This is an optimization exercise on Yosys and OpenROAD, whose aim is a short achievable clock period and few clock cycles, not a production implementation.
Only simulation tests tie the RTL to the original design; equivalence was not proved.
No activity file was given, so power comes from the tool's default toggle rates.

==> flow/design.v <==
module ccsds_tc_codec (
    input  wire        clk,
    input  wire        rst,
    input  wire        reg_wr,
    input  wire [3:0]  reg_addr,
    input  wire [31:0] reg_wdata,
    output reg  [31:0] reg_rdata,
    output wire        busy,
    output wire        mem_en,
    output wire        mem_we,
    output wire [15:0] mem_addr,
    output wire [7:0]  mem_wdata,
    input  wire [7:0]  mem_rdata
);
    localparam [3:0] A_CMD = 4'h0, A_STATUS = 4'h1, A_RESULT = 4'h2, A_PKT = 4'h3,
                     A_CAP = 4'h4, A_PLADDR = 4'h5, A_PLLEN = 4'h6, A_APID = 4'h7,
                     A_SEQ = 4'h8, A_FUNC = 4'h9, A_DAPID = 4'hA, A_DSEQ = 4'hB,
                     A_DLEN = 4'hC, A_DFUNC = 4'hD;
    localparam [3:0] E_NULL = 4'd1, E_SMALL = 4'd2, E_OVF = 4'd3, E_CSUM = 4'd4,
                     E_ACCESS = 4'd5, E_ILLEGAL = 4'd6;
    reg [3:0]  st_err;
    reg        st_valid;
    reg [16:0] result;
    reg [31:0] pkt, cap, pladdr, pllen, arg_apid, arg_seq, arg_func;
    reg [10:0] dec_apid;
    reg [13:0] dec_seq;
    reg [16:0] dec_len;
    reg [6:0]  dec_func;
    reg [15:0] pk1, pk2, pk3, pk4, pk5, pk6, pk7;
    reg [16:0] pk8;
    reg        busy_q;
    reg        c_cs, c_get, c_set, c_clr, c_bld;   
    reg        c_load, c_val, c_dec;               
    reg        c_ill;                              
    reg [3:0]  fld;
    reg [15:0] val;
    reg [3:0]  ph;         
    reg        en_q, we_q;
    reg [15:0] addr_q;
    reg [7:0]  wa_q, wx_q;
    reg        rd_pend;    
    reg [7:0]  hd0, hd1, hd2, hd3, hd4, hd6;
    reg [15:0] lfield;     
    reg [16:0] rem;        
    reg [16:0] tlen;
    reg [16:0] rsum;       
    reg        rng_bad;
    reg        b_bwd, b_hdr, b_ovf, b_plnull, b_pl0, b_plhi0;
    reg [32:0] b_tlen;
    reg [16:0] b_dsum, b_ssum;
    reg [15:0] srcp, dstp, bcnt;
    reg [2:0]  hidx;
    reg [7:0]  bacc;
    reg [7:0]  gl_lo;      
    reg        gl_c;       
    assign busy = busy_q;
    wire cmd_wr = reg_wr && !busy_q && (reg_addr == A_CMD);
    wire [3:0] w_f = reg_wdata[27:24];
    reg  [15:0] a0;
    always @(*) begin
        case (w_f)
            4'd4, 4'd5: a0 = pk2;
            4'd6:       a0 = pk5;
            4'd7, 4'd8: a0 = pk6;
            4'd9:       a0 = pk7;
            default:    a0 = pkt[15:0];
        endcase
    end
    assign mem_en    = busy_q ? en_q : cmd_wr;
    assign mem_we    = busy_q & we_q;
    assign mem_addr  = busy_q ? addr_q : a0;
    assign mem_wdata = (mem_rdata & wa_q) ^ wx_q;
    always @(*) begin
        case (reg_addr)
            A_STATUS: reg_rdata = {27'd0, st_valid, st_err};
            A_RESULT: reg_rdata = {15'd0, result};
            A_PKT:    reg_rdata = pkt;
            A_CAP:    reg_rdata = cap;
            A_PLADDR: reg_rdata = pladdr;
            A_PLLEN:  reg_rdata = pllen;
            A_APID:   reg_rdata = arg_apid;
            A_SEQ:    reg_rdata = arg_seq;
            A_FUNC:   reg_rdata = arg_func;
            A_DAPID:  reg_rdata = {21'd0, dec_apid};
            A_DSEQ:   reg_rdata = {18'd0, dec_seq};
            A_DLEN:   reg_rdata = {15'd0, dec_len};
            A_DFUNC:  reg_rdata = {25'd0, dec_func};
            default:  reg_rdata = 32'd0;
        endcase
    end
    wire pkt0    = (pkt == 32'd0);
    wire pkt_hi0 = (pkt[31:16] == 16'd0);
    wire [8:1] rng;
    genvar gk;
    generate
        for (gk = 1; gk <= 8; gk = gk + 1) begin : g_rng
            assign rng[gk] = pkt_hi0 && ({1'b0, pkt[15:0]} <= (17'd65536 - gk));
        end
    endgenerate
    reg fld_ok, w_rng;
    always @(*) begin
        case (fld)
            4'd0, 4'd1, 4'd2: fld_ok = rng[1];
            4'd3:             fld_ok = rng[2];
            4'd4:             fld_ok = rng[3];
            4'd5:             fld_ok = rng[4];
            4'd6:             fld_ok = rng[6];
            4'd7, 4'd8:       fld_ok = rng[7];
            default:          fld_ok = rng[8];
        endcase
        case (w_f)
            4'd0, 4'd1, 4'd2: w_rng = rng[1];
            4'd3:             w_rng = rng[2];
            4'd4:             w_rng = rng[3];
            4'd5:             w_rng = rng[4];
            4'd6:             w_rng = rng[6];
            4'd7, 4'd8:       w_rng = rng[7];
            default:          w_rng = rng[8];
        endcase
    end
    wire [7:0] w_op    = reg_wdata[31:24];
    wire       w_f9    = (w_f <= 4'd9);
    wire       w_set   = (w_op[7:4] == 4'h1) && w_f9;
    wire       w_get   = (w_op[7:4] == 4'h2) && w_f9;
    wire       w_cs    = (w_op == 8'h30) || (w_op == 8'h31) || (w_op == 8'h32) || (w_op == 8'h41);
    wire       w_clr   = (w_op == 8'h01);
    wire       w_bld   = (w_op == 8'h40);
    wire       w_ill   = !(w_set || w_get || w_cs || w_clr || w_bld) ||
                         (reg_wdata[23:16] != 8'd0) ||
                         (!w_set && (reg_wdata[15:0] != 16'd0));
    wire w_set_ok = w_set && (reg_wdata[23:16] == 8'd0) && !pkt0 && w_rng;
    wire w_clr_ok = w_clr && !w_ill && !pkt0 && rng[8];
    wire        b_small  = b_tlen > {1'b0, cap};
    wire        b_dst_ok = pkt_hi0 && (b_dsum <= 17'd65528);
    wire        b_src_ok = b_pl0 || (b_plhi0 && (b_ssum <= 17'd65536));
    wire        b_fail   = b_small || b_ovf || b_plnull || !b_dst_ok || !b_src_ok;
    wire [3:0]  b_err    = b_small ? E_SMALL : b_ovf ? E_OVF : b_plnull ? E_NULL : E_ACCESS;
    wire [15:0] b_n      = pllen[15:0];
    wire [15:0] b_len = b_n + 16'd1;
    wire [7:0]  hb0 = {5'b00011, arg_apid[10:8]};
    wire [7:0]  hb1 = arg_apid[7:0];
    wire [7:0]  hb2 = {2'b11, arg_seq[13:8]};
    wire [7:0]  hb3 = arg_seq[7:0];
    wire [7:0]  hb4 = b_len[15:8];
    wire [7:0]  hb5 = b_len[7:0];
    wire [7:0]  hb6 = {1'b0, arg_func[6:0]};
    wire [7:0]  hbx = hb0 ^ hb1 ^ hb2 ^ hb3 ^ hb4 ^ hb5 ^ hb6;
    reg  [7:0]  hbn;       
    always @(*) begin
        case (hidx)
            3'd0: hbn = hb0;
            3'd1: hbn = hb1;
            3'd2: hbn = hb2;
            3'd3: hbn = hb3;
            3'd4: hbn = hb4;
            3'd5: hbn = hb5;
            3'd6: hbn = hb6;
            default: hbn = hbx ^ bacc;
        endcase
    end
    reg [7:0] s_a, s_x;
    wire [15:0] w_val = reg_wdata[15:0];
    wire [7:0]  w_ls  = w_val[7:0] - 8'd7;
    always @(*) begin
        case (w_f)
            4'd0:    begin s_a = 8'h1F; s_x = {w_val[2:0], 5'd0}; end
            4'd1:    begin s_a = 8'hEF; s_x = {3'd0, w_val[0], 4'd0}; end
            4'd2:    begin s_a = 8'hF7; s_x = {4'd0, w_val[0], 3'd0}; end
            4'd3:    begin s_a = 8'hF8; s_x = {5'd0, w_val[10:8]}; end
            4'd4:    begin s_a = 8'h3F; s_x = {w_val[1:0], 6'd0}; end
            4'd5:    begin s_a = 8'hC0; s_x = {2'd0, w_val[13:8]}; end
            4'd6:    begin s_a = 8'h00; s_x = w_ls; end
            4'd7:    begin s_a = 8'h7F; s_x = {w_val[0], 7'd0}; end
            4'd8:    begin s_a = 8'h80; s_x = {1'b0, w_val[6:0]}; end
            default: begin s_a = 8'h00; s_x = w_val[7:0]; end
        endcase
    end
    reg [16:0] get1;
    always @(*) begin
        case (fld)
            4'd0:    get1 = {14'd0, mem_rdata[7:5]};
            4'd1:    get1 = {16'd0, mem_rdata[4]};
            4'd2:    get1 = {16'd0, mem_rdata[3]};
            4'd4:    get1 = {15'd0, mem_rdata[7:6]};
            4'd7:    get1 = {16'd0, mem_rdata[7]};
            4'd8:    get1 = {10'd0, mem_rdata[6:0]};
            default: get1 = {9'd0, mem_rdata};
        endcase
    end
    wire f2 = (fld == 4'd3) || (fld == 4'd5) || (fld == 4'd6);    
    wire [7:0] csum = wx_q ^ mem_rdata;
    task automatic finish(input [3:0] e, input v, input [16:0] r);
        begin
            st_err   <= e;
            st_valid <= v;
            result   <= r;
            busy_q   <= 1'b0;
            en_q     <= 1'b0;
            we_q     <= 1'b0;
        end
    endtask
    task automatic dec_clear;
        begin
            dec_apid <= 11'd0;
            dec_seq  <= 14'd0;
            dec_len  <= 17'd0;
            dec_func <= 7'd0;
        end
    endtask
    always @(posedge clk) begin
        rd_pend <= busy_q ? (en_q & ~we_q) : cmd_wr;
        if (rst) begin
            busy_q   <= 1'b0;
            en_q     <= 1'b0;
            we_q     <= 1'b0;
            st_err   <= 4'd0;
            st_valid <= 1'b0;
            result   <= 17'd0;
            pkt      <= 32'd0;
            pk1      <= 16'd1;
            pk2      <= 16'd2;
            pk3      <= 16'd3;
            pk4      <= 16'd4;
            pk5      <= 16'd5;
            pk6      <= 16'd6;
            pk7      <= 16'd7;
            pk8      <= 17'd8;
            cap      <= 32'd0;
            pladdr   <= 32'd0;
            pllen    <= 32'd0;
            arg_apid <= 32'd0;
            arg_seq  <= 32'd0;
            arg_func <= 32'd0;
            dec_apid <= 11'd0;
            dec_seq  <= 14'd0;
            dec_len  <= 17'd0;
            dec_func <= 7'd0;
        end else if (!busy_q) begin
            if (reg_wr) begin
                case (reg_addr)
                    A_PKT: begin
                        pkt <= reg_wdata;
                        pk1 <= reg_wdata[15:0] + 16'd1;
                        pk2 <= reg_wdata[15:0] + 16'd2;
                        pk3 <= reg_wdata[15:0] + 16'd3;
                        pk4 <= reg_wdata[15:0] + 16'd4;
                        pk5 <= reg_wdata[15:0] + 16'd5;
                        pk6 <= reg_wdata[15:0] + 16'd6;
                        pk7 <= reg_wdata[15:0] + 16'd7;
                        pk8 <= {1'b0, reg_wdata[15:0]} + 17'd8;
                    end
                    A_CAP:    cap      <= reg_wdata;
                    A_PLADDR: pladdr   <= reg_wdata;
                    A_PLLEN:  pllen    <= reg_wdata;
                    A_APID:   arg_apid <= reg_wdata;
                    A_SEQ:    arg_seq  <= reg_wdata;
                    A_FUNC:   arg_func <= reg_wdata;
                    default: ;
                endcase
            end
            if (cmd_wr) begin
                busy_q <= 1'b1;
                ph     <= 4'd1;
                c_cs   <= w_cs;
                c_get  <= w_get;
                c_set  <= w_set;
                c_clr  <= w_clr;
                c_bld  <= w_bld;
                c_load <= (w_op == 8'h31);
                c_val  <= (w_op == 8'h32);
                c_dec  <= (w_op == 8'h41);
                c_ill  <= w_ill;
                fld    <= w_f;
                val    <= w_val;
                wa_q   <= 8'hFF;
                wx_q   <= w_cs ? 8'hFF : 8'h00;    
                en_q   <= w_cs || w_get && (w_f == 4'd3 || w_f == 4'd5 || w_f == 4'd6) ||
                          w_set_ok || w_clr_ok || w_bld;
                we_q   <= w_set_ok || w_clr_ok;
                case (w_f)
                    4'd3:    addr_q <= pk1;
                    4'd5:    addr_q <= pk3;
                    default: addr_q <= pk4;
                endcase
                if (w_cs)
                    addr_q <= pk4;
                if (w_set) begin
                    addr_q <= a0;
                    wa_q   <= s_a;
                    wx_q   <= s_x;
                end
                if (w_clr) begin
                    addr_q <= pkt[15:0];
                    wa_q   <= 8'h00;
                end
                if (w_bld)
                    addr_q <= pladdr[15:0];    
                b_tlen   <= {1'b0, pllen} + 33'd8;
                b_ovf    <= (pllen > 32'd65527);
                b_plnull <= (pllen != 32'd0) && (pladdr == 32'd0);
                b_pl0    <= (pllen == 32'd0);
                b_plhi0  <= (pladdr[31:16] == 16'd0);
                b_dsum   <= {1'b0, pkt[15:0]} + {1'b0, pllen[15:0]};
                b_ssum   <= {1'b0, pladdr[15:0]} + {1'b0, pllen[15:0]};
                b_bwd    <= ({1'b0, pladdr[15:0]} < pk8);
                srcp     <= pladdr[15:0] + 16'd1;
                dstp     <= pk8[15:0] + 16'd1;
                bacc     <= 8'hFF;
                bcnt     <= b_n;
                hidx     <= 3'd1;
                b_hdr    <= 1'b0;
            end
        end else begin
            if (ph != 4'd8)
                ph <= ph + 4'd1;
            if (!(c_cs || c_get || c_set || c_clr || c_bld))
                finish(E_ILLEGAL, 1'b0, 17'd0);
            if (c_cs) begin
                if (rd_pend)
                    wx_q <= csum;
                case (ph)
                    4'd1: hd0 <= mem_rdata;
                    4'd2: hd4 <= mem_rdata;
                    4'd4: hd1 <= mem_rdata;
                    4'd5: hd2 <= mem_rdata;
                    4'd6: hd3 <= mem_rdata;
                    4'd7: hd6 <= mem_rdata;
                    default: ;
                endcase
                case (ph)
                    4'd1: begin
                        addr_q <= pk5;
                        if (c_ill)
                            finish(E_ILLEGAL, 1'b0, 17'd0);
                        else if (pkt0 || !rng[6]) begin
                            finish(pkt0 ? E_NULL : E_ACCESS, 1'b0, 17'd0);
                            if (c_dec) dec_clear;
                        end
                    end
                    4'd2: addr_q <= pk1;
                    4'd3: begin
                        lfield <= {hd4, mem_rdata};
                        addr_q <= pk2;
                    end
                    4'd4: begin
                        tlen   <= {1'b0, lfield} + 17'd7;
                        rsum   <= {1'b0, pkt[15:0]} + {1'b0, lfield};
                        rem    <= (c_load && lfield != 16'd0) ? {1'b0, lfield} - 17'd1
                                                              : {1'b0, lfield};
                        addr_q <= pk3;
                    end
                    4'd5: begin
                        rng_bad <= !pkt_hi0 ||
                                   (rsum > ((c_load && tlen == 17'd7) ? 17'd65528 : 17'd65529));
                        addr_q  <= pk6;
                    end
                    4'd6: begin
                        if (rem == 17'd0) begin
                            en_q   <= c_load;
                            we_q   <= c_load;
                            addr_q <= pk7;
                        end else
                            addr_q <= c_load ? pk8[15:0] : pk7;
                        if (rng_bad) begin
                            finish(E_ACCESS, 1'b0, 17'd0);
                            if (c_dec) dec_clear;
                        end
                    end
                    default: begin
                        if (en_q && !we_q) begin
                            rem <= rem - 17'd1;
                            if (rem == 17'd1) begin
                                en_q   <= c_load;
                                we_q   <= c_load;
                                addr_q <= pk7;
                            end else
                                addr_q <= addr_q + 16'd1;
                        end else begin
                            if (c_load || !c_val && !c_dec)
                                finish(4'd0, 1'b0, {9'd0, csum});
                            else if (csum == 8'd0)
                                finish(4'd0, 1'b1, 17'd1);
                            else
                                finish(E_CSUM, 1'b0, 17'd0);
                            if (c_dec) begin
                                if (csum == 8'd0) begin
                                    dec_apid <= {hd0[2:0], hd1};
                                    dec_seq  <= {hd2[5:0], hd3};
                                    dec_len  <= tlen;
                                    dec_func <= (ph == 4'd7) ? mem_rdata[6:0] : hd6[6:0];
                                end else
                                    dec_clear;
                            end
                        end
                    end
                endcase
            end
            if (c_get) begin
                if (ph == 4'd1) begin
                    gl_lo <= mem_rdata + 8'd7;
                    gl_c  <= (mem_rdata > 8'd248);
                    if (fld == 4'd3 || fld == 4'd5)
                        gl_lo <= mem_rdata;
                    en_q <= 1'b0;
                    if (c_ill)
                        finish(E_ILLEGAL, 1'b0, 17'd0);
                    else if (pkt0)
                        finish(E_NULL, 1'b0, 17'd0);
                    else if (!fld_ok)
                        finish(E_ACCESS, 1'b0, 17'd0);
                    else if (!f2)
                        finish(4'd0, 1'b0, get1);
                end else begin
                    case (fld)
                        4'd3:    finish(4'd0, 1'b0, {6'd0, gl_lo[2:0], mem_rdata});
                        4'd5:    finish(4'd0, 1'b0, {3'd0, gl_lo[5:0], mem_rdata});
                        default: finish(4'd0, 1'b0, {{1'b0, mem_rdata} + {8'd0, gl_c}, gl_lo});
                    endcase
                end
            end
            if (c_set) begin
                if (ph == 4'd1) begin
                    wa_q <= 8'h00;
                    case (fld)
                        4'd3:    begin addr_q <= pk1; wx_q <= val[7:0]; end
                        4'd5:    begin addr_q <= pk3; wx_q <= val[7:0]; end
                        default: begin addr_q <= pk4; wx_q <= val[15:8] - {7'd0, val[7:0] < 8'd7}; end
                    endcase
                    if (c_ill)
                        finish(E_ILLEGAL, 1'b0, 17'd0);
                    else if (pkt0)
                        finish(E_NULL, 1'b0, 17'd0);
                    else if (!fld_ok)
                        finish(E_ACCESS, 1'b0, 17'd0);
                    else if (!f2)
                        finish(4'd0, 1'b0, 17'd0);
                end else
                    finish(4'd0, 1'b0, 17'd0);
            end
            if (c_clr) begin
                addr_q <= addr_q + 16'd1;
                wx_q   <= (ph == 4'd2) ? 8'hC0 : 8'h00;
                if (ph == 4'd1) begin
                    if (c_ill)
                        finish(E_ILLEGAL, 1'b0, 17'd0);
                    else if (pkt0)
                        finish(E_NULL, 1'b0, 17'd0);
                    else if (!rng[8])
                        finish(E_ACCESS, 1'b0, 17'd0);
                end else if (ph == 4'd8)
                    finish(4'd0, 1'b0, 17'd0);
            end
            if (c_bld) begin
                if (ph == 4'd1) begin
                    if (c_ill)
                        finish(E_ILLEGAL, 1'b0, 17'd0);
                    else if (pkt0)
                        finish(E_NULL, 1'b0, 17'd0);
                    else if (b_fail)
                        finish(b_err, 1'b0, 17'd0);
                    else if (b_pl0) begin
                        we_q   <= 1'b1;
                        addr_q <= pkt[15:0];
                        wa_q   <= 8'h00;
                        wx_q   <= hb0;
                        b_hdr  <= 1'b1;
                    end else if (!b_bwd) begin
                        we_q   <= 1'b1;
                        addr_q <= pk8[15:0];
                    end else begin
                        addr_q <= pladdr[15:0] + b_n - 16'd1;
                        srcp   <= pladdr[15:0] + b_n - 16'd2;
                        dstp   <= b_dsum[15:0] + 16'd7;
                    end
                end else if (b_hdr) begin
                    if (hidx == 3'd0)
                        finish(4'd0, 1'b0, b_tlen[16:0]);
                    else begin
                        addr_q <= addr_q + 16'd1;
                        wx_q   <= hbn;
                        hidx   <= hidx + 3'd1;
                    end
                end else if (we_q) begin
                    bacc <= bacc ^ mem_rdata;
                    bcnt <= bcnt - 16'd1;
                    if (bcnt == 16'd1) begin
                        b_hdr  <= 1'b1;
                        addr_q <= pkt[15:0];
                        wa_q   <= 8'h00;
                        wx_q   <= hb0;
                    end else begin
                        we_q   <= 1'b0;
                        addr_q <= srcp;
                        srcp   <= b_bwd ? srcp - 16'd1 : srcp + 16'd1;
                    end
                end else begin
                    we_q   <= 1'b1;
                    addr_q <= dstp;
                    dstp   <= b_bwd ? dstp - 16'd1 : dstp + 16'd1;
                end
            end
        end
    end
endmodule
==> flow/run.sh <==
#!/bin/bash
# synth_recipe.tcl (not shown) runs the flow's synth.tcl, then flattens the netlist and writes it again
# the make line also repeats each setting of config.mk as NAME=value (left out here)
make -C /OpenROAD-flow-scripts/flow DESIGN_CONFIG=/design/flow/config.mk WORK_HOME=/design/flow/orfs CLKGATE_MAP_FILE= SYNTH_SCRIPT=/design/flow/synth_recipe.tcl finish
==> flow/config.mk <==
export PLATFORM = sky130hd
export DESIGN_NAME = ccsds_tc_codec
export DESIGN_NICKNAME = ccsds_tc_codec
export VERILOG_FILES = /design/flow/design.v
export SDC_FILE = /design/flow/constraint.sdc
export NUM_CORES = 4
export LEC_CHECK = 0
export ABC_CLOCK_PERIOD_IN_PS = 4500
export CAP_MARGIN = 30
export CORE_MARGIN = 2
export CORE_UTILIZATION = 55
export SETUP_SLACK_MARGIN = 4.0
export SLEW_MARGIN = 40
==> flow/constraint.sdc <==
create_clock -name core_clock -period 9.0 [get_ports {clk}]
set_input_delay 1.8000 -clock core_clock [delete_from_list [all_inputs] [get_ports {clk}]]
set_output_delay 1.8000 -clock core_clock [all_outputs]
set_load 0.01 [all_outputs]
==> results_tabular.tex, run 1 <==
\begin{tabular}{lr}
\hline
Metric & Value \\
\hline
\multicolumn{2}{l}{\textbf{Worst setup path}} \\
Classification of the worst setup path & primary input to output pin \\
Critical Path Start Type & primary input \\
Worst reg2reg startpoint & ph[1] \\
Worst setup endpoint & mem\_addr[6] \\
Depth of the worst register-to-register path & 9 \\
R2R Setup Slk & 3.85 ns \\
Required time at the worst-slack endpoint & 7.20 ns \\
Highest fanout seen on the critical path & 6 \\
Nature of the critical path endpoint & output pin \\
Capture point of the worst reg-to-reg path & wa\_q[5] \\
First element of the critical path & reg\_wdata[24] \\
Critical path arrival & 3.46 ns \\
\multicolumn{2}{l}{\textbf{Worst hold path}} \\
Hold path startpoint & hd4[6] \\
Worst hold path class & flip-flop to flip-flop \\
\multicolumn{2}{l}{\textbf{Clock network}} \\
Clock Path Buffers & 3 \\
Root buffer cell & sky130\_fd\_sc\_hd\_\_clkbuf\_16 \\
H-tree Lvls & 3 \\
TritonCTS clock tree & built \\
Later-pin clock latency in the skew report & 0.68 ns \\
Sink count of the clock tree & 729 \\
Clock transition time at the flip-flop clock pins of the worst setup and hold paths & 0.06 ns \\
Cts bufs inserted & 83 \\
\multicolumn{2}{l}{\textbf{Drt}} \\
Routed vias/inst & 7.07 \\
Antenna viol nets, final & 0 \\
Final wirelength & 219 mm \\
Routed via count & 48519 \\
Initial DRC count & 8610 \\
Remaining DRCs & 0 \\
Final routed wire length divided by cell count & 32.0 um \\
Pre-Repair DR Iteration Count & 12 \\
\multicolumn{2}{l}{\textbf{Global route}} \\
Number of antenna violations at the first check in global routing & 13 \\
Number of global-route vias before repair & 43267 \\
Overflow left after global routing & 0 \\
Pin count of the biggest net entering global routing & 142 \\
Total track usage & 48.6\% \\
Wire length of the first global-routing pass & 306 mm \\
\multicolumn{2}{l}{\textbf{Placed design}} \\
DP Area & 0.0487 mm2 \\
Number of I/O port buffers & 105 \\
HPWL after detailed placement & 150 mm \\
Weighted congestion reported at the end of routability-driven placement & 1.09 \\
\multicolumn{2}{l}{\textbf{Flow run}} \\
Max cap viols & 0 \\
\multicolumn{2}{l}{\textbf{Yosys}} \\
Fraction of registers with async set or reset after synthesis & 0\% \\
Number of flip-flops and latches in the synthesized netlist & 729 \\
Warnings, synthesis & 1 \\
Avg Inst Size Synth & 8.27 um2 \\
Ys flop type & sky130\_fd\_sc\_hd\_\_dfxtp\_1 \\
Post-synthesis cell type count & 100 \\
Share of synthesized area occupied by flip-flops and latches & 38.2\% \\
EDFF count, synth & 314 \\
Synthesized cell area & 0.0465 mm2 \\
Count of mapped cells out of synthesis & 5615 \\
Syn\_nets & 5840 \\
\multicolumn{2}{l}{\textbf{Timing}} \\
Final worst clock skew & 0.0335 ns \\
Setup TNS & 0 ns \\
Final critical path time including I/O delays and setup & 5.26 ns \\
Final slew viol count & 0 \\
Final clock period utilization by the worst path & 58.5\% \\
Unrepaired setup endpoints after global routing & true \\
Worst Max-Slew Pin Slew & 1.00 ns \\
Number of setup violations in the final report & 0 \\
Number of failing hold endpoints at the final stage & 0 \\
F\_max & 0.190 GHz \\
Tightest slew margin relative to the limit & 33.1\% \\
\multicolumn{2}{l}{\textbf{Finish}} \\
Relative area change from synthesis to final layout & 16.3\% \\
Number of nets at the end of the flow & 5875 \\
Final core utilization & 64.5\% \\
Non-Filler Cell Area, Final & 0.0540 mm2 \\
Reg area & 0.0177 mm2 \\
Proportion of layout cells with a drive suffix above 1 & 11.9\% \\
Area used by multi-input combinational logic & 0.0273 mm2 \\
Fillers & 7232 \\
\multicolumn{2}{l}{\textbf{Floorplan}} \\
Overall die width & 295 um \\
Core box area & 0.0837 mm2 \\
Cell Rows & 106 \\
Initial core utilization & 55.5\% \\
Die outline area & 0.0868 mm2 \\
Die span in y & 295 um \\
Number of I/O pins & 106 \\
\multicolumn{2}{l}{\textbf{Outcome}} \\
Run status & no timing/DRC/antenna violations \\
\multicolumn{2}{l}{\textbf{Power}} \\
Worst voltage drop across the vdd grid & 0.164 mV \\
Power density cells & 150 mW/mm2 \\
Leakage power of the design & 19.2 nW \\
\hline
\end{tabular}
[cell families after synthesis]
group | Yosys count | share of synthesized area, %
buffers and inverters | 593 | 4.99
DFF | 729 | 38.2
adders and majority gates | 178 | 4.87
muxes | 60 | 1.38
xor gates and xnor gates | 413 | 7.85
AOI/OAI and AO/OA | 1588 | 22.7
and+or+nand+nor | 2054 | 20.1
[how the worst min path moves through the flow]
stage | to | slack [ns] | cells past startpoint
finish | lfield[14] | 0.41 | 0
global route | lfield[14] | 0.39 | 0
CTS | lfield[14] | 0.39 | 0
detailed placement | lfield[9] | 0.40 | 0
global placement | lfield[12] | 0.40 | 0
floorplan | lfield[10] | 0.40 | 0
[cell usage in the layout, fill, tap and decap left out, types with 25 or more instances in the layout]
master / instances
sky130_fd_sc_hd__clkbuf_16: 95
sky130_fd_sc_hd__a31oi_1: 57
sky130_fd_sc_hd__a21oi_1: 544
sky130_fd_sc_hd__o21ai_0: 196
sky130_fd_sc_hd__inv_1: 142
sky130_fd_sc_hd__ha_1: 172
sky130_fd_sc_hd__nand2b_1: 42
sky130_fd_sc_hd__xnor2_1: 265
sky130_fd_sc_hd__a21o_1: 41
sky130_fd_sc_hd__nand2_1: 893
sky130_fd_sc_hd__xor2_1: 137
sky130_fd_sc_hd__buf_6: 38
sky130_fd_sc_hd__edfxtp_1: 314
sky130_fd_sc_hd__clkdlybuf4s50_1: 37
sky130_fd_sc_hd__dfxtp_1: 413
sky130_fd_sc_hd__a211oi_1: 135
sky130_fd_sc_hd__buf_4: 214
sky130_fd_sc_hd__buf_12: 32
sky130_fd_sc_hd__nand4_1: 71
sky130_fd_sc_hd__o211ai_1: 44
sky130_fd_sc_hd__nor3_1: 94
sky130_fd_sc_hd__a222oi_1: 59
sky130_fd_sc_hd__a22o_1: 34
sky130_fd_sc_hd__or3_1: 28
sky130_fd_sc_hd__a221oi_1: 46
sky130_fd_sc_hd__and3_1: 42
sky130_fd_sc_hd__o221ai_1: 25
sky130_fd_sc_hd__nor4_1: 53
sky130_fd_sc_hd__and2_1: 36
sky130_fd_sc_hd__nand3_1: 182
sky130_fd_sc_hd__a22oi_1: 122
sky130_fd_sc_hd__nor2_1: 418
sky130_fd_sc_hd__nor2b_1: 35
sky130_fd_sc_hd__mux2i_1: 28
[flip-flops by register name, summed over array words and instances, names as in the netlist, 16 cells and up]
signal	cells
pk8	17
pladdr	32
srcp	16
arg_seq	32
pkt	29
pk7	16
tlen	17
val	16
lfield	16
b_ssum	17
dec_len	17
result	17
cap	32
rem	17
arg_apid	32
bcnt	16
addr_q	16
pllen	32
rsum	17
b_dsum	17
arg_func	32
dstp	16
b_tlen	33
[metrics by stage]
step,setup WS (ns),instances,total power [W],hold WS [ns]
after global placement,2.17,6565,0.00420,0.401
after global routing,3.73,6854,0.00823,0.390
after detailed placement,2.46,6568,0.00421,0.405
after floorplan,3.92,5615,0.00394,0.400
final,3.74,6863,0.00811,0.406
after CTS,3.78,6818,0.00802,0.395
[worst max-delay path: stages]
cell,delay [ns]
sky130_fd_sc_hd__buf_8,0.10
sky130_fd_sc_hd__buf_12,0.13
sky130_fd_sc_hd__nor2b_4,0.15
sky130_fd_sc_hd__and2_4,0.18
sky130_fd_sc_hd__buf_6,0.13
sky130_fd_sc_hd__a222oi_1,0.34
sky130_fd_sc_hd__a31oi_1,0.21
sky130_fd_sc_hd__mux2_4,0.30
sky130_fd_sc_hd__buf_6,0.12
[where the power goes]
part	switching [W]	internal [W]
combinational	0.000508	0.000273
clock	0.00157	0.00225
sequential	0.0000443	0.00346
[what timing repair did]
action / 4_1_cts / 5_1_grt
gates cloned: 15 / 5
pin swaps: 72 / 55
gates resized for setup: 376 / 79
setup buffers: 80 / 29
hold buffers: 0 / 0
setup endpoints to repair: 57 / 60
[routing by layer]
layer / routed length, um / GRT usage, % / vias to the layer above / part of all wire, %
met1: 79700 / 63.0 / 22831 / 36
li1: - / - / 20534 / -
met3: 37300 / 20.8 / 1000 / 17
met4: 16700 / 28.5 / 12 / 7.6
met2: 85700 / 66.9 / 4142 / 39
met5: 70 / 0 / - / 0.032
[cells in the mapped netlist (44+ instances only)]
cell type,count,share of area [%]
sky130_fd_sc_hd__a211oi_1,136,2.2
sky130_fd_sc_hd__a21oi_1,547,5.9
sky130_fd_sc_hd__a221oi_1,59,1.1
sky130_fd_sc_hd__a222oi_1,59,1.3
sky130_fd_sc_hd__a22oi_1,123,2.0
sky130_fd_sc_hd__a31oi_1,64,0.86
sky130_fd_sc_hd__buf_1,49,0.40
sky130_fd_sc_hd__clkbuf_1,349,2.8
sky130_fd_sc_hd__dfxtp_1,415,18
sky130_fd_sc_hd__edfxtp_1,314,20
sky130_fd_sc_hd__ha_1,173,4.7
sky130_fd_sc_hd__inv_1,143,1.2
sky130_fd_sc_hd__nand2_1,904,7.3
sky130_fd_sc_hd__nand2b_1,48,0.65
sky130_fd_sc_hd__nand3_1,183,2.0
sky130_fd_sc_hd__nand4_1,71,0.96
sky130_fd_sc_hd__nor2_1,441,3.6
sky130_fd_sc_hd__nor3_1,102,1.1
sky130_fd_sc_hd__nor4_1,59,0.79
sky130_fd_sc_hd__o211ai_1,44,0.71
sky130_fd_sc_hd__o21ai_0,199,2.1
sky130_fd_sc_hd__xnor2_1,273,5.1
sky130_fd_sc_hd__xor2_1,137,2.6
[final cells by class]
type	count	area share, %
multi-input combinational	4299	50.5
sequential	729	32.8
timing repair buffer	387	7.27
clock buffer	115	4.61
tap	1134	2.63
clock inverter	40	1.06
inverter	150	1.05
antenna	9	0.0417
Testbench counts, summed over its fixed seeds: cycles 339,891.
==> run 2, diff against run 1 <==
--- a/flow/design.v
+++ b/flow/design.v
@@ -40,4 +40,5 @@
     reg [7:0]  wa_q, wx_q;
     reg        rd_pend;    
+    reg        we_pend;    
     reg [7:0]  hd0, hd1, hd2, hd3, hd4, hd6;
     reg [15:0] lfield;     
@@ -67,7 +68,7 @@
         endcase
     end
-    assign mem_en    = busy_q ? en_q : cmd_wr;
-    assign mem_we    = busy_q & we_q;
-    assign mem_addr  = busy_q ? addr_q : a0;
+    assign mem_en    = en_q | cmd_wr;
+    assign mem_we    = we_q;
+    assign mem_addr  = addr_q;
     assign mem_wdata = (mem_rdata & wa_q) ^ wx_q;
     always @(*) begin
@@ -89,11 +90,12 @@
         endcase
     end
-    wire pkt0    = (pkt == 32'd0);
-    wire pkt_hi0 = (pkt[31:16] == 16'd0);
-    wire [8:1] rng;
+    reg       pkt0, pkt_hi0;
+    reg [8:1] rng;
+    wire       w_hi0 = (reg_wdata[31:16] == 16'd0);
+    wire [8:1] w_rngv;
     genvar gk;
     generate
         for (gk = 1; gk <= 8; gk = gk + 1) begin : g_rng
-            assign rng[gk] = pkt_hi0 && ({1'b0, pkt[15:0]} <= (17'd65536 - gk));
+            assign w_rngv[gk] = w_hi0 && ({1'b0, reg_wdata[15:0]} <= (17'd65536 - gk));
         end
     endgenerate
@@ -198,4 +200,5 @@
             en_q     <= 1'b0;
             we_q     <= 1'b0;
+            addr_q   <= pkt[15:0];
         end
     endtask
@@ -214,8 +217,12 @@
             en_q     <= 1'b0;
             we_q     <= 1'b0;
+            addr_q   <= 16'd0;
             st_err   <= 4'd0;
             st_valid <= 1'b0;
             result   <= 17'd0;
             pkt      <= 32'd0;
+            pkt0     <= 1'b1;
+            pkt_hi0  <= 1'b1;
+            rng      <= 8'hFF;
             pk1      <= 16'd1;
             pk2      <= 16'd2;
@@ -241,4 +248,8 @@
                     A_PKT: begin
                         pkt <= reg_wdata;
+                        addr_q  <= reg_wdata[15:0];
+                        pkt0    <= (reg_wdata == 32'd0);
+                        pkt_hi0 <= w_hi0;
+                        rng     <= w_rngv;
                         pk1 <= reg_wdata[15:0] + 16'd1;
                         pk2 <= reg_wdata[15:0] + 16'd2;
@@ -261,5 +272,7 @@
             if (cmd_wr) begin
                 busy_q <= 1'b1;
-                ph     <= 4'd1;
+                ph     <= ((w_get && w_f >= 4'd4) ||
+                           (w_set && (w_f == 4'd4 || w_f == 4'd5 || w_f == 4'd7 || w_f == 4'd8)))
+                          ? 4'd0 : 4'd1;
                 c_cs   <= w_cs;
                 c_get  <= w_get;
@@ -273,14 +286,13 @@
                 fld    <= w_f;
                 val    <= w_val;
+                we_pend <= w_set_ok;
                 wa_q   <= 8'hFF;
                 wx_q   <= w_cs ? 8'hFF : 8'h00;    
-                en_q   <= w_cs || w_get && (w_f == 4'd3 || w_f == 4'd5 || w_f == 4'd6) ||
-                          w_set_ok || w_clr_ok || w_bld;
-                we_q   <= w_set_ok || w_clr_ok;
-                case (w_f)
-                    4'd3:    addr_q <= pk1;
-                    4'd5:    addr_q <= pk3;
-                    default: addr_q <= pk4;
-                endcase
+                en_q   <= w_cs || w_bld || w_get && (w_f >= 4'd3) || w_set_ok || w_clr_ok;
+                we_q   <= (w_set_ok && !(w_f == 4'd4 || w_f == 4'd5 || w_f == 4'd7 || w_f == 4'd8)) ||
+                          w_clr_ok;
+                addr_q <= a0;
+                if (w_f == 4'd3)
+                    addr_q <= pk1;
                 if (w_cs)
                     addr_q <= pk4;
@@ -397,5 +409,8 @@
             end
             if (c_get) begin
-                if (ph == 4'd1) begin
+                if (ph == 4'd0) begin
+                    en_q   <= (fld == 4'd5) || (fld == 4'd6);
+                    addr_q <= (fld == 4'd5) ? pk3 : pk4;
+                end else if (ph == 4'd1) begin
                     gl_lo <= mem_rdata + 8'd7;
                     gl_c  <= (mem_rdata > 8'd248);
@@ -420,5 +435,8 @@
             end
             if (c_set) begin
-                if (ph == 4'd1) begin
+                if (ph == 4'd0) begin
+                    en_q <= we_pend;
+                    we_q <= we_pend;
+                end else if (ph == 4'd1) begin
                     wa_q <= 8'h00;
                     case (fld)
--- a/flow/config.mk
+++ b/flow/config.mk
@@ -6,8 +6,8 @@
 export NUM_CORES = 4
 export LEC_CHECK = 0
-export ABC_CLOCK_PERIOD_IN_PS = 4500
+export ABC_CLOCK_PERIOD_IN_PS = 4000
 export CAP_MARGIN = 30
 export CORE_MARGIN = 2
-export CORE_UTILIZATION = 55
-export SETUP_SLACK_MARGIN = 4.0
+export CORE_UTILIZATION = 35
+export SETUP_SLACK_MARGIN = 4.5
 export SLEW_MARGIN = 40
==> run 2 against run 1 <==
Die area rose by 57%. Global-route usage decreased by 15 points. Area after synthesis rose by 0.59%. Worst hold slack better by 0.019 ns. Core utilization decreased by 23 points. Critical path depth is the same. Cell area up 1.3%. Cell count up 11%. Maximum frequency rose by 1.4%. Register-to-register slack better by 0.75 ns. Sequential cell count grew 9. Non-clock buffer count up 4.
==> results_tabular.tex, run 2 <==
\begin{tabular}{lr}
\hline
Metric & Value \\
\hline
\multicolumn{2}{l}{\textbf{Outcome}} \\
Run status & no timing/DRC/antenna violations \\
\multicolumn{2}{l}{\textbf{Yosys}} \\
Number of flip-flops and latches in the synthesized netlist & 738 \\
Cell taking the most area after synthesis & sky130\_fd\_sc\_hd\_\_edfxtp\_1 \\
Ys flop type & sky130\_fd\_sc\_hd\_\_dfxtp\_1 \\
Warnings, synthesis & 1 \\
Share of the synthesized area in the top cell type & 19.2\% \\
Fraction of registers with async set or reset after synthesis & 0\% \\
Synthesized cell area & 0.0467 mm2 \\
Dominant cell by count in the synthesized netlist & sky130\_fd\_sc\_hd\_\_nand2\_1 \\
EDFF count, synth & 299 \\
Avg Inst Size Synth & 8.19 um2 \\
Top post-synthesis cells by area & sky130\_fd\_sc\_hd\_\_edfxtp\_1 19\%, sky130\_fd\_sc\_hd\_\_dfxtp\_1 19\%, sky130\_fd\_sc\_hd\_\_nand2\_1 7.4\%, sky130\_fd\_sc\_hd\_\_xnor2\_1 5.4\%, sky130\_fd\_sc\_hd\_\_a21oi\_1 5.3\% \\
Share of synthesized area occupied by flip-flops and latches & 38.0\% \\
Count of mapped cells out of synthesis & 5706 \\
Post-synthesis cell type count & 99 \\
Syn\_nets & 5929 \\
Commonest cells in the synthesized netlist & 916 x sky130\_fd\_sc\_hd\_\_nand2\_1, 529 x sky130\_fd\_sc\_hd\_\_nor2\_1, 495 x sky130\_fd\_sc\_hd\_\_a21oi\_1 \\
\multicolumn{2}{l}{\textbf{Finish}} \\
Non-Filler Cell Area, Final & 0.0547 mm2 \\
Final core utilization & 41.1\% \\
Number of nets at the end of the flow & 5958 \\
Leading cell types in the layout, fill and taps excluded & 902 x sky130\_fd\_sc\_hd\_\_nand2\_1, 508 x sky130\_fd\_sc\_hd\_\_nor2\_1, 494 x sky130\_fd\_sc\_hd\_\_a21oi\_1 \\
Proportion of layout cells with a drive suffix above 1 & 11.6\% \\
Max FFs per register & 33 \\
Register bank with the most flops & b\_tlen \\
Relative area change from synthesis to final layout & 17.1\% \\
Most common cell after layout, fill and taps aside & sky130\_fd\_sc\_hd\_\_nand2\_1 \\
\multicolumn{2}{l}{\textbf{Drt}} \\
Remaining DRCs & 0 \\
Final routed wire length divided by cell count & 31.2 um \\
Antenna viol nets, final & 0 \\
Initial DRC count & 7584 \\
Final wirelength & 236 mm \\
Pre-Repair DR Iteration Count & 9 \\
Routed via count & 48218 \\
Routed vias/inst & 6.36 \\
\multicolumn{2}{l}{\textbf{Timing}} \\
Tightest slew margin relative to the limit & 33.6\% \\
Worst Max-Slew Pin Slew & 0.989 ns \\
Number of failing hold endpoints at the final stage & 0 \\
Final critical path time including I/O delays and setup & 5.19 ns \\
F\_max & 0.193 GHz \\
Unrepaired setup endpoints after global routing & true \\
Final worst clock skew & 0.0355 ns \\
Final slew viol count & 0 \\
Setup TNS & 0 ns \\
Number of setup violations in the final report & 0 \\
Final clock period utilization by the worst path & 57.7\% \\
\multicolumn{2}{l}{\textbf{Global route}} \\
Overflow left after global routing & 0 \\
Total track usage & 33.4\% \\
Wire length of the first global-routing pass & 330 mm \\
Pin count of the biggest net entering global routing & 185 \\
Number of antenna violations at the first check in global routing & 17 \\
Number of global-route vias before repair & 44421 \\
\multicolumn{2}{l}{\textbf{Placed design}} \\
HPWL after detailed placement & 166 mm \\
DP Area & 0.0504 mm2 \\
Number of I/O port buffers & 105 \\
Weighted congestion reported at the end of routability-driven placement & 1.02 \\
\multicolumn{2}{l}{\textbf{Power}} \\
Power density cells & 146 mW/mm2 \\
Relative contribution of sequential cells to total power & 45.1\% \\
Power share of the clock group & 44.6\% \\
Cell-internal power & 0.00576 W \\
Net switching power & 0.00221 W \\
Switching portion of total power & 27.7\% \\
Worst voltage drop across the vdd grid & 0.154 mV \\
Leakage power of the design & 18.9 nW \\
Combinational fraction of design power & 10.3\% \\
\multicolumn{2}{l}{\textbf{Worst setup path}} \\
Critical Path Start Type & primary input \\
Nature of the critical path endpoint & output pin \\
Highest fanout seen on the critical path & 9 \\
Classification of the worst setup path & primary input to output pin \\
Critical path arrival & 3.39 ns \\
Max stage delay on crit path & 0.30 ns \\
Largest delay contributor family on the critical path & buffers and inverters \\
Cells along the critical path & buf\_12 -> nand2b\_4 -> buf\_6 -> nor2\_4 -> buf\_16 -> a222oi\_1 -> o21a\_1 -> nand4\_1 -> buf\_2 \\
Required time at the worst-slack endpoint & 7.20 ns \\
Library cell contributing the largest single delay on the critical path & sky130\_fd\_sc\_hd\_\_a222oi\_1 \\
Combined buffer and inverter count along the critical path & 4 \\
\multicolumn{2}{l}{\textbf{Flow run}} \\
Max cap viols & 0 \\
\multicolumn{2}{l}{\textbf{Clock network}} \\
Clock transition time at the flip-flop clock pins of the worst setup and hold paths & 0.06 ns \\
H-tree Lvls & 3 \\
Root buffer cell & sky130\_fd\_sc\_hd\_\_clkbuf\_16 \\
Cts bufs inserted & 84 \\
Sink count of the clock tree & 738 \\
Clock Path Buffers & 3 \\
Cts-stage hold buffer count & 0 \\
Later-pin clock latency in the skew report & 0.74 ns \\
TritonCTS clock tree & built \\
\multicolumn{2}{l}{\textbf{Worst hold path}} \\
Worst hold path class & flip-flop to flip-flop \\
\multicolumn{2}{l}{\textbf{Floorplan}} \\
Overall die width & 369 um \\
Number of I/O pins & 106 \\
Initial core utilization & 35.1\% \\
Cell Rows & 134 \\
Die span in y & 369 um \\
Die outline area & 0.136 mm2 \\
Core box area & 0.133 mm2 \\
\hline
\end{tabular}
-- run 2: cells by family (layout without fill, tap and decap cells) --
group,count (synthesis),in the layout,share of synthesized area [%]
AOI/OAI and AO/OA,1629,1629,23.2
xor gates and xnor gates,425,425,8.00
adders and majority gates,177,177,4.81
buffers and inverters,587,688,4.79
DFF,738,738,38.0
muxes,43,43,0.961
other,0,11,0
and+or+nand+nor,2107,2107,20.2
-- run 2: through the flow --
step                hold slack (ns)  cells  setup WS [ns]  power, W
floorplan                     0.400   5706           4.17   0.00406
global placement              0.401   7295           2.12   0.00438
detailed placement            0.405   7309           2.39   0.00439
CTS                           0.423   7555           3.85   0.00792
global route                  0.434   7577           3.78   0.00813
finish                        0.425   7586           3.81   0.00797
-- run 2: path summary, 6_finish.rpt --
check	from	endpoint	slack, ns	cells after the start
worst max register to register	b_tlen[12]	wx_q[6]	4.60	10
worst min register to register	hd4[1]	lfield[9]	0.42	0
worst max-delay path	reg_addr[1]	reg_rdata[3]	3.81	9
worst min-delay path	hd4[1]	lfield[9]	0.42	0
-- run 2: routing by layer --
metal  part of all wire, %  global-route usage, %  vias to the layer above
met1                    38                   42.3                    23398
met2                    42                   48.6                     3225
li1                      -                      -                    20828
met5                 0.015                      0                        -
met4                   7.4                   21.3                        6
met3                    13                   10.8                      761
-- run 2: area by class of cell --
type / count / area, um2
Antenna cell: 11 / 27.5
Clock buffer: 118 / 2440
Clock inverter: 40 / 350
Fill cell: 13231 / 78300
Inverter: 139 / 522
Multi-Input combinational cell: 4381 / 27700
Sequential cell: 738 / 17800
Tap cell: 1768 / 2210
Timing Repair Buffer: 391 / 3720
-- run 2: worst reg2reg max path, stage by stage (launching register included) --
cell and delay (ns):
sky130_fd_sc_hd__edfxtp_1 0.52, sky130_fd_sc_hd__ha_1 0.39, sky130_fd_sc_hd__nand4_1 0.17, sky130_fd_sc_hd__nor4_1 0.61, sky130_fd_sc_hd__and3_1 0.31, sky130_fd_sc_hd__a31oi_2 0.13
sky130_fd_sc_hd__nor2_1 0.50, sky130_fd_sc_hd__nand3_1 0.47, sky130_fd_sc_hd__o21bai_1 0.60, sky130_fd_sc_hd__nand2_1 0.11, sky130_fd_sc_hd__a311o_1 0.33
-- run 2: timing repair --
item / 4_1_cts / 5_1_grt
cloned: 3 / 1
setup endpoints to repair: 164 / 108
resized for setup: 329 / 52
pin swaps: 63 / 35
buffers inserted: 85 / 18
-- run 2: power groups by stage --
stage | sequential (W) | clock, W | combinational (W)
after floorplan | 0.00362 | 0 | 0.000437
after global placement | 0.00366 | 0 | 0.000723
after detailed placement | 0.00366 | 0 | 0.000737
after CTS | 0.00358 | 0.00356 | 0.000776
after global routing | 0.00359 | 0.00369 | 0.000848
final | 0.00359 | 0.00355 | 0.000821
Testbench counts of run 2, summed over its fixed seeds: cycles 341,306.
==> run 3, diff against run 2 <==
--- a/flow/design.v
+++ b/flow/design.v
@@ -35,5 +35,5 @@
     reg [3:0]  fld;
     reg [15:0] val;
-    reg [3:0]  ph;         
+    reg [8:0]  ph;         
     reg        en_q, we_q;
     reg [15:0] addr_q;
@@ -274,5 +274,5 @@
                 ph     <= ((w_get && w_f >= 4'd4) ||
                            (w_set && (w_f == 4'd4 || w_f == 4'd5 || w_f == 4'd7 || w_f == 4'd8)))
-                          ? 4'd0 : 4'd1;
+                          ? 9'd1 : 9'd2;
                 c_cs   <= w_cs;
                 c_get  <= w_get;
@@ -324,6 +324,5 @@
             end
         end else begin
-            if (ph != 4'd8)
-                ph <= ph + 4'd1;
+            ph <= {ph[8] | ph[7], ph[6:0], 1'b0};
             if (!(c_cs || c_get || c_set || c_clr || c_bld))
                 finish(E_ILLEGAL, 1'b0, 17'd0);
@@ -331,15 +330,15 @@
                 if (rd_pend)
                     wx_q <= csum;
-                case (ph)
-                    4'd1: hd0 <= mem_rdata;
-                    4'd2: hd4 <= mem_rdata;
-                    4'd4: hd1 <= mem_rdata;
-                    4'd5: hd2 <= mem_rdata;
-                    4'd6: hd3 <= mem_rdata;
-                    4'd7: hd6 <= mem_rdata;
+                case (1'b1)
+                    ph[1]: hd0 <= mem_rdata;
+                    ph[2]: hd4 <= mem_rdata;
+                    ph[4]: hd1 <= mem_rdata;
+                    ph[5]: hd2 <= mem_rdata;
+                    ph[6]: hd3 <= mem_rdata;
+                    ph[7]: hd6 <= mem_rdata;
                     default: ;
                 endcase
-                case (ph)
-                    4'd1: begin
+                case (1'b1)
+                    ph[1]: begin
                         addr_q <= pk5;
                         if (c_ill)
@@ -350,10 +349,10 @@
                         end
                     end
-                    4'd2: addr_q <= pk1;
-                    4'd3: begin
+                    ph[2]: addr_q <= pk1;
+                    ph[3]: begin
                         lfield <= {hd4, mem_rdata};
                         addr_q <= pk2;
                     end
-                    4'd4: begin
+                    ph[4]: begin
                         tlen   <= {1'b0, lfield} + 17'd7;
                         rsum   <= {1'b0, pkt[15:0]} + {1'b0, lfield};
@@ -362,10 +361,10 @@
                         addr_q <= pk3;
                     end
-                    4'd5: begin
+                    ph[5]: begin
                         rng_bad <= !pkt_hi0 ||
                                    (rsum > ((c_load && tlen == 17'd7) ? 17'd65528 : 17'd65529));
                         addr_q  <= pk6;
                     end
-                    4'd6: begin
+                    ph[6]: begin
                         if (rem == 17'd0) begin
                             en_q   <= c_load;
@@ -400,5 +399,5 @@
                                     dec_seq  <= {hd2[5:0], hd3};
                                     dec_len  <= tlen;
-                                    dec_func <= (ph == 4'd7) ? mem_rdata[6:0] : hd6[6:0];
+                                    dec_func <= (ph[7]) ? mem_rdata[6:0] : hd6[6:0];
                                 end else
                                     dec_clear;
@@ -409,8 +408,8 @@
             end
             if (c_get) begin
-                if (ph == 4'd0) begin
+                if (ph[0]) begin
                     en_q   <= (fld == 4'd5) || (fld == 4'd6);
                     addr_q <= (fld == 4'd5) ? pk3 : pk4;
-                end else if (ph == 4'd1) begin
+                end else if (ph[1]) begin
                     gl_lo <= mem_rdata + 8'd7;
                     gl_c  <= (mem_rdata > 8'd248);
@@ -435,8 +434,8 @@
             end
             if (c_set) begin
-                if (ph == 4'd0) begin
+                if (ph[0]) begin
                     en_q <= we_pend;
                     we_q <= we_pend;
-                end else if (ph == 4'd1) begin
+                end else if (ph[1]) begin
                     wa_q <= 8'h00;
                     case (fld)
@@ -458,6 +457,6 @@
             if (c_clr) begin
                 addr_q <= addr_q + 16'd1;
-                wx_q   <= (ph == 4'd2) ? 8'hC0 : 8'h00;
-                if (ph == 4'd1) begin
+                wx_q   <= (ph[2]) ? 8'hC0 : 8'h00;
+                if (ph[1]) begin
                     if (c_ill)
                         finish(E_ILLEGAL, 1'b0, 17'd0);
@@ -466,9 +465,9 @@
                     else if (!rng[8])
                         finish(E_ACCESS, 1'b0, 17'd0);
-                end else if (ph == 4'd8)
+                end else if (ph[8])
                     finish(4'd0, 1'b0, 17'd0);
             end
             if (c_bld) begin
-                if (ph == 4'd1) begin
+                if (ph[1]) begin
                     if (c_ill)
                         finish(E_ILLEGAL, 1'b0, 17'd0);
--- a/flow/config.mk
+++ b/flow/config.mk
@@ -6,8 +6,9 @@
 export NUM_CORES = 4
 export LEC_CHECK = 0
-export ABC_CLOCK_PERIOD_IN_PS = 4000
+export ABC_CLOCK_PERIOD_IN_PS = 1000
 export CAP_MARGIN = 30
 export CORE_MARGIN = 2
 export CORE_UTILIZATION = 35
-export SETUP_SLACK_MARGIN = 4.5
+export SETUP_SLACK_MARGIN = 5.0
 export SLEW_MARGIN = 40
+export TNS_END_PERCENT = 100
==> run 3 against run 2 <==
Still clean on timing, DRC and antenna. Non-clock buffer count is 10 higher. Register-to-register slack improved by 0.42 ns. Cell count fell by 0.45%. Global-route usage shrank 2.0 points. Routed wire length fell by 4.9%. Synthesized cell count decreased by 0.67%. Sequential share of layout area decreased by 0.18 points.
==> results_tabular.tex, run 3 <==
\begin{tabular}{lr}
\hline
Metric & Value \\
\hline
\multicolumn{2}{l}{\textbf{Outcome}} \\
Run status & no timing/DRC/antenna violations \\
\multicolumn{2}{l}{\textbf{Worst hold path}} \\
End of the worst hold path & lfield[9] \\
Number of instances on the worst hold path & 0 \\
Hold path startpoint & hd4[1] \\
Worst hold path class & flip-flop to flip-flop \\
\multicolumn{2}{l}{\textbf{Floorplan}} \\
Core box area & 0.133 mm2 \\
Overall die width & 370 um \\
Die span in y & 370 um \\
Number of I/O pins & 106 \\
Die outline area & 0.137 mm2 \\
Cell Rows & 134 \\
Initial core utilization & 35.2\% \\
\multicolumn{2}{l}{\textbf{Timing}} \\
Final critical path time including I/O delays and setup & 5.10 ns \\
Number of failing hold endpoints at the final stage & 0 \\
Number of setup violations in the final report & 0 \\
Worst Max-Slew Pin Slew & 0.904 ns \\
Final worst clock skew & 0.0637 ns \\
Final clock period utilization by the worst path & 56.6\% \\
Setup TNS & 0 ns \\
Tightest slew margin relative to the limit & 39.8\% \\
F\_max & 0.196 GHz \\
Final slew viol count & 0 \\
Unrepaired setup endpoints after global routing & true \\
\multicolumn{2}{l}{\textbf{Clock network}} \\
Clock Path Buffers & 3 \\
H-tree Lvls & 3 \\
Cts bufs inserted & 86 \\
Root buffer cell & sky130\_fd\_sc\_hd\_\_clkbuf\_16 \\
Later-pin clock latency in the skew report & 0.74 ns \\
Sink count of the clock tree & 743 \\
Cts-stage hold buffer count & 0 \\
TritonCTS clock tree & built \\
Clock transition time at the flip-flop clock pins of the worst setup and hold paths & 0.05 ns \\
\multicolumn{2}{l}{\textbf{Drt}} \\
Routed vias/inst & 6.37 \\
Initial DRC count & 7728 \\
Antenna viol nets, final & 0 \\
Final routed wire length divided by cell count & 29.8 um \\
Pre-Repair DR Iteration Count & 10 \\
Routed via count & 48072 \\
Final wirelength & 225 mm \\
Remaining DRCs & 0 \\
\multicolumn{2}{l}{\textbf{Finish}} \\
Proportion of layout cells with a drive suffix above 1 & 13.0\% \\
Reg area & 0.0179 mm2 \\
Most common cell after layout, fill and taps aside & sky130\_fd\_sc\_hd\_\_nand2\_1 \\
Register bank with the most flops & b\_tlen \\
Final core utilization & 41.7\% \\
Max FFs per register & 33 \\
Fillers & 13258 \\
Area used by multi-input combinational logic & 0.0280 mm2 \\
Leading cell types in the layout, fill and taps excluded & 859 x sky130\_fd\_sc\_hd\_\_nand2\_1, 498 x sky130\_fd\_sc\_hd\_\_nor2\_1, 489 x sky130\_fd\_sc\_hd\_\_a21oi\_1 \\
Number of nets at the end of the flow & 5928 \\
Relative area change from synthesis to final layout & 18.6\% \\
\multicolumn{2}{l}{\textbf{Yosys}} \\
EDFF count, synth & 304 \\
Ys flop type & sky130\_fd\_sc\_hd\_\_dfxtp\_1 \\
Post-synthesis cell type count & 96 \\
Number of flip-flops and latches in the synthesized netlist & 743 \\
Top post-synthesis cells by area & sky130\_fd\_sc\_hd\_\_edfxtp\_1 19\%, sky130\_fd\_sc\_hd\_\_dfxtp\_1 19\%, sky130\_fd\_sc\_hd\_\_nand2\_1 7.0\%, sky130\_fd\_sc\_hd\_\_xnor2\_1 5.3\%, sky130\_fd\_sc\_hd\_\_a21oi\_1 5.3\% \\
Dominant cell by count in the synthesized netlist & sky130\_fd\_sc\_hd\_\_nand2\_1 \\
Fraction of registers with async set or reset after synthesis & 0\% \\
Commonest cells in the synthesized netlist & 878 x sky130\_fd\_sc\_hd\_\_nand2\_1, 517 x sky130\_fd\_sc\_hd\_\_nor2\_1, 494 x sky130\_fd\_sc\_hd\_\_a21oi\_1 \\
Share of the synthesized area in the top cell type & 19.5\% \\
Share of synthesized area occupied by flip-flops and latches & 38.3\% \\
Synthesized cell area & 0.0468 mm2 \\
Syn\_nets & 5887 \\
Avg Inst Size Synth & 8.26 um2 \\
Warnings, synthesis & 1 \\
Count of mapped cells out of synthesis & 5668 \\
Cell taking the most area after synthesis & sky130\_fd\_sc\_hd\_\_edfxtp\_1 \\
\multicolumn{2}{l}{\textbf{Flow run}} \\
Max cap viols & 0 \\
\multicolumn{2}{l}{\textbf{Worst setup path}} \\
Combined buffer and inverter count along the critical path & 4 \\
Classification of the worst setup path & primary input to output pin \\
Nature of the critical path endpoint & output pin \\
Max stage delay on crit path & 0.24 ns \\
Largest delay contributor family on the critical path & buffers and inverters \\
R2R Setup Slk & 5.02 ns \\
Library cell contributing the largest single delay on the critical path & sky130\_fd\_sc\_hd\_\_a22o\_1 \\
Critical Path Start Type & primary input \\
Capture point of the worst reg-to-reg path & wx\_q[4] \\
Highest fanout seen on the critical path & 6 \\
Required time at the worst-slack endpoint & 7.20 ns \\
Critical path arrival & 3.30 ns \\
Cells along the critical path & buf\_12 -> nand2\_2 -> nor3\_4 -> buf\_6 -> buf\_4 -> a22o\_1 -> a221oi\_2 -> and3\_4 -> nand2\_2 -> buf\_6 \\
Depth of the worst register-to-register path & 8 \\
Worst reg2reg startpoint & bcnt[7] \\
\multicolumn{2}{l}{\textbf{Global route}} \\
Total track usage & 31.4\% \\
Overflow left after global routing & 0 \\
Number of global-route vias before repair & 43598 \\
Number of antenna violations at the first check in global routing & 11 \\
Pin count of the biggest net entering global routing & 121 \\
Wire length of the first global-routing pass & 315 mm \\
\multicolumn{2}{l}{\textbf{Power}} \\
Cell-internal power & 0.00582 W \\
Net switching power & 0.00215 W \\
Leakage power of the design & 19.3 nW \\
Worst voltage drop across the vdd grid & 0.138 mV \\
Power share of the clock group & 45.6\% \\
Power density cells & 144 mW/mm2 \\
Switching portion of total power & 27.0\% \\
Relative contribution of sequential cells to total power & 45.0\% \\
Combinational fraction of design power & 9.4\% \\
\multicolumn{2}{l}{\textbf{Placed design}} \\
HPWL after detailed placement & 157 mm \\
Number of I/O port buffers & 105 \\
Weighted congestion reported at the end of routability-driven placement & 1.03 \\
\hline
\end{tabular}
[run 3: cells by family after synthesis]
kind of cell / share of synthesized area, %
AOI/OAI and AO/OA: 23.6
buffers and inverters: 4.78
muxes: 1.29
and+or+nand+nor: 19.8
xor gates and xnor gates: 7.56
adders and majority gates: 4.68
DFF: 38.3
[run 3: cell type report]
| class | instances | area share, % |
|---|---|---|
| multi-input cells | 4332 | 50.4 |
| clock inverters | 45 | 0.888 |
| diodes | 5 | 0.0225 |
| clock buffers | 113 | 4.26 |
| repair inverters | 1 | 0.0135 |
| flip-flops and latches | 743 | 32.3 |
| inverters | 144 | 1.01 |
| well taps | 1768 | 3.98 |
| repair buffers | 401 | 7.13 |
[run 3: worst max path at each step]
stage	startpoint	to	slack, ns	depth (start not counted)
after detailed placement	reg_addr[2]	reg_rdata[7]	2.20	7
after global placement	reg_addr[3]	reg_rdata[7]	2.15	7
after CTS	reg_addr[3]	reg_rdata[15]	3.91	9
final	reg_addr[3]	reg_rdata[9]	3.90	10
after global routing	reg_addr[3]	reg_rdata[2]	3.83	10
after floorplan	reg_addr[1]	reg_rdata[15]	4.14	8
[run 3: power groups by stage]
stage	logic, W	clock network (W)	registers, W
after global routing	0.000777	0.00380	0.00359
final	0.000749	0.00364	0.00359
after floorplan	0.000386	0	0.00363
after global placement	0.000624	0	0.00366
after detailed placement	0.000637	0	0.00366
after CTS	0.000698	0.00367	0.00358
[run 3: metrics by stage]
step,hold slack (ns),std cells,setup WS [ns],instance area [um2],power (W)
5_1_grt,0.421,7547,3.83,55500,0.00816
4_1_cts,0.419,7503,3.91,54600,0.00795
3_5_place_dp,0.405,7253,2.20,50200,0.00429
3_3_place_gp,0.401,7241,2.15,49800,0.00428
2_1_floorplan,0.400,5668,4.14,47300,0.00401
6_report,0.418,7552,3.90,55500,0.00797
[run 3: routing by layer]
| layer | routed length [um] | vias to the layer above | GRT usage (%) | part of all wire, % |
|---|---|---|---|---|
| met5 | 299 | - | 0.874 | 0.13 |
| met4 | 16300 | 12 | 19.1 | 7.2 |
| met3 | 26200 | 701 | 7.62 | 12 |
| met2 | 95000 | 3214 | 46.8 | 42 |
| met1 | 87000 | 23324 | 41.0 | 39 |
| li1 | - | 20821 | - | - |
[run 3: what timing repair did]
action | 4_1_cts | 5_1_grt
pin swaps | 77 | 56
endpoints found under the setup margin | 521 | 158
gates cloned | 7 | 4
setup buffers | 85 | 40
resized for setup | 429 | 103
Testbench counts of run 3, summed over its fixed seeds: cycles 341,306.
==> run 4, diff against run 3 <==
--- a/flow/design.v
+++ b/flow/design.v
@@ -72,21 +72,25 @@
     assign mem_addr  = addr_q;
     assign mem_wdata = (mem_rdata & wa_q) ^ wx_q;
+    wire [15:0] rsel;
+    genvar gs;
+    generate
+        for (gs = 0; gs < 16; gs = gs + 1) begin : g_rsel
+            assign rsel[gs] = (reg_addr == gs);
+        end
+    endgenerate
     always @(*) begin
-        case (reg_addr)
-            A_STATUS: reg_rdata = {27'd0, st_valid, st_err};
-            A_RESULT: reg_rdata = {15'd0, result};
-            A_PKT:    reg_rdata = pkt;
-            A_CAP:    reg_rdata = cap;
-            A_PLADDR: reg_rdata = pladdr;
-            A_PLLEN:  reg_rdata = pllen;
-            A_APID:   reg_rdata = arg_apid;
-            A_SEQ:    reg_rdata = arg_seq;
-            A_FUNC:   reg_rdata = arg_func;
-            A_DAPID:  reg_rdata = {21'd0, dec_apid};
-            A_DSEQ:   reg_rdata = {18'd0, dec_seq};
-            A_DLEN:   reg_rdata = {15'd0, dec_len};
-            A_DFUNC:  reg_rdata = {25'd0, dec_func};
-            default:  reg_rdata = 32'd0;
-        endcase
+        reg_rdata = ({32{rsel[A_STATUS]}} & {27'd0, st_valid, st_err}) |
+                    ({32{rsel[A_RESULT]}} & {15'd0, result}) |
+                    ({32{rsel[A_PKT]}}    & pkt) |
+                    ({32{rsel[A_CAP]}}    & cap) |
+                    ({32{rsel[A_PLADDR]}} & pladdr) |
+                    ({32{rsel[A_PLLEN]}}  & pllen) |
+                    ({32{rsel[A_APID]}}   & arg_apid) |
+                    ({32{rsel[A_SEQ]}}    & arg_seq) |
+                    ({32{rsel[A_FUNC]}}   & arg_func) |
+                    ({32{rsel[A_DAPID]}}  & {21'd0, dec_apid}) |
+                    ({32{rsel[A_DSEQ]}}   & {18'd0, dec_seq}) |
+                    ({32{rsel[A_DLEN]}}   & {15'd0, dec_len}) |
+                    ({32{rsel[A_DFUNC]}}  & {25'd0, dec_func});
     end
     reg       pkt0, pkt_hi0;
==> run 4 against run 3 <==
Highest routed layer unchanged. Power up 2.3%. Via count up 1.2%. Routed wire length up 3.9%. Core utilization up 0.28 points. Still clean. Critical endpoint is now mem_en. Non-clock buffer count increased by 19. Critical path type unchanged. Largest power group unchanged. Register-to-register slack lost 0.05 ns. Clock-buffer cell count rose by 11. Cell area grew 0.80%.
==> results_tabular.tex, run 4 <==
\begin{tabular}{lr}
\hline
Metric & Value \\
\hline
\multicolumn{2}{l}{\textbf{Outcome}} \\
Run status & no timing/DRC/antenna violations \\
\multicolumn{2}{l}{\textbf{Placed design}} \\
Weighted congestion reported at the end of routability-driven placement & 1.01 \\
HPWL after detailed placement & 162 mm \\
Number of I/O port buffers & 105 \\
Pre-CTS setup slack & 2.39 ns \\
\multicolumn{2}{l}{\textbf{Clock network}} \\
TritonCTS clock tree & built \\
Clock Path Buffers & 3 \\
Sink count of the clock tree & 743 \\
Cts bufs inserted & 86 \\
Root buffer cell & sky130\_fd\_sc\_hd\_\_clkbuf\_16 \\
Later-pin clock latency in the skew report & 0.75 ns \\
\multicolumn{2}{l}{\textbf{Power}} \\
Net switching power & 0.00221 W \\
Power share of the clock group & 46.4\% \\
Combinational fraction of design power & 9.6\% \\
Cell-internal power & 0.00595 W \\
Switching portion of total power & 27.1\% \\
\multicolumn{2}{l}{\textbf{Worst setup path}} \\
R2R Setup Slk & 4.97 ns \\
Nature of the critical path endpoint & output pin \\
Max stage delay on crit path & 0.54 ns \\
Critical Path Start Type & primary input \\
Depth of the worst register-to-register path & 9 \\
Library cell contributing the largest single delay on the critical path & sky130\_fd\_sc\_hd\_\_clkdlybuf4s50\_1 \\
First element of the critical path & reg\_addr[2] \\
\multicolumn{2}{l}{\textbf{Timing}} \\
F\_max & 0.195 GHz \\
Setup TNS & 0 ns \\
Final worst clock skew & 0.0527 ns \\
Final worst-path setup slack & 3.86 ns \\
Number of failing hold endpoints at the final stage & 0 \\
Number of setup violations in the final report & 0 \\
\multicolumn{2}{l}{\textbf{Yosys}} \\
Share of synthesized area occupied by flip-flops and latches & 38.2\% \\
Share of the synthesized area in the top cell type & 19.5\% \\
Ys flop type & sky130\_fd\_sc\_hd\_\_dfxtp\_1 \\
EDFF count, synth & 304 \\
Avg Inst Size Synth & 8.24 um2 \\
Synthesized cell area & 0.0469 mm2 \\
Cell taking the most area after synthesis & sky130\_fd\_sc\_hd\_\_edfxtp\_1 \\
Number of flip-flops and latches in the synthesized netlist & 743 \\
\multicolumn{2}{l}{\textbf{Drt}} \\
Final wirelength & 234 mm \\
Remaining DRCs & 0 \\
\multicolumn{2}{l}{\textbf{Finish}} \\
Leading cell types in the layout, fill and taps excluded & 897 x sky130\_fd\_sc\_hd\_\_nand2\_1, 497 x sky130\_fd\_sc\_hd\_\_a21oi\_1, 488 x sky130\_fd\_sc\_hd\_\_nor2\_1 \\
Proportion of layout cells with a drive suffix above 1 & 13.5\% \\
Max FFs per register & 33 \\
Fillers & 13208 \\
\multicolumn{2}{l}{\textbf{Global route}} \\
Pin count of the biggest net entering global routing & 198 \\
Number of antenna violations at the first check in global routing & 6 \\
Wire length of the first global-routing pass & 326 mm \\
\multicolumn{2}{l}{\textbf{Floorplan}} \\
Die outline area & 0.137 mm2 \\
Overall die width & 370 um \\
Cell Rows & 134 \\
\hline
\end{tabular}
[run 4: final cells by class]
class / count / area, um2 / area share (%)
sequential: 743 / 17900 / 32.0
multi-input combinational: 4358 / 27900 / 49.9
inverter: 149 / 591 / 1.06
clock inverter: 36 / 419 / 0.749
antenna: 8 / 20.0 / 0.0358
tap: 1768 / 2210 / 3.95
clock buffer: 124 / 2580 / 4.61
timing repair buffer: 420 / 4280 / 7.64
[run 4: worst min path at each step]
stage	to	startpoint	depth (start not counted)
2_1_floorplan	lfield[10]	hd4[2]	0
3_3_place_gp	lfield[8]	hd4[0]	0
3_5_place_dp	lfield[12]	hd4[4]	0
4_1_cts	lfield[11]	hd4[3]	0
5_1_grt	lfield[13]	hd4[5]	0
6_report	lfield[9]	hd4[1]	0
[run 4: cell families after synthesis]
group           synth area share (%)
simple gates                    20.3
compound gates                  23.6
flops                           38.2
buf+inv                         4.88
xor+xnor                        7.28
fa+ha+maj                       4.67
mux                             1.02
[run 4: repair_timing]
item / CTS / global route
buffers inserted: 100 / 33
resized for setup: 443 / 105
gates cloned: 6 / 6
setup endpoints to repair: 430 / 132
pin swaps: 58 / 59
[run 4: per-stage QoR]
step	hold slack (ns)	utilization [%]	instances	total power, W
final	0.420	42.0	7606	0.00816
after detailed placement	0.407	37.8	7292	0.00432
after global placement	0.401	37.5	7275	0.00430
after global routing	0.423	42.0	7598	0.00833
after floorplan	0.400	-	5693	0.00402
after CTS	0.421	41.4	7558	0.00812
[run 4: metal layers]
metal	wire (um)	part of all wire, %	GRT usage, %
met1	90600	39	42.3
met2	98100	42	48.0
met3	28100	12	8.44
met4	16700	7.1	20.5
met5	11	0.0047	0
[run 4: power groups by stage]
stage	Combinational, W	Sequential (W)	Clock (W)
final	0.000784	0.00359	0.00379
after floorplan	0.000399	0.00363	0
after CTS	0.000726	0.00359	0.00380
after detailed placement	0.000656	0.00366	0
after global routing	0.000810	0.00359	0.00393
after global placement	0.000644	0.00366	0
[run 4: critical path: cells and delay by family]
kind,cells,cell delay [ns]
buffers and inverters,2,0.65
AND/OR/NAND/NOR,3,0.88
Testbench counts of run 4, summed over its fixed seeds: cycles 341,306.

Setup slack of run 4, layout unchanged: 3.864 ns with ideal ports, 3.728 ns with driving cells assumed (clock clkbuf_16, inputs buf_2), 3.728 ns with port delays also shifted by the 0.800 ns mid clock arrival.
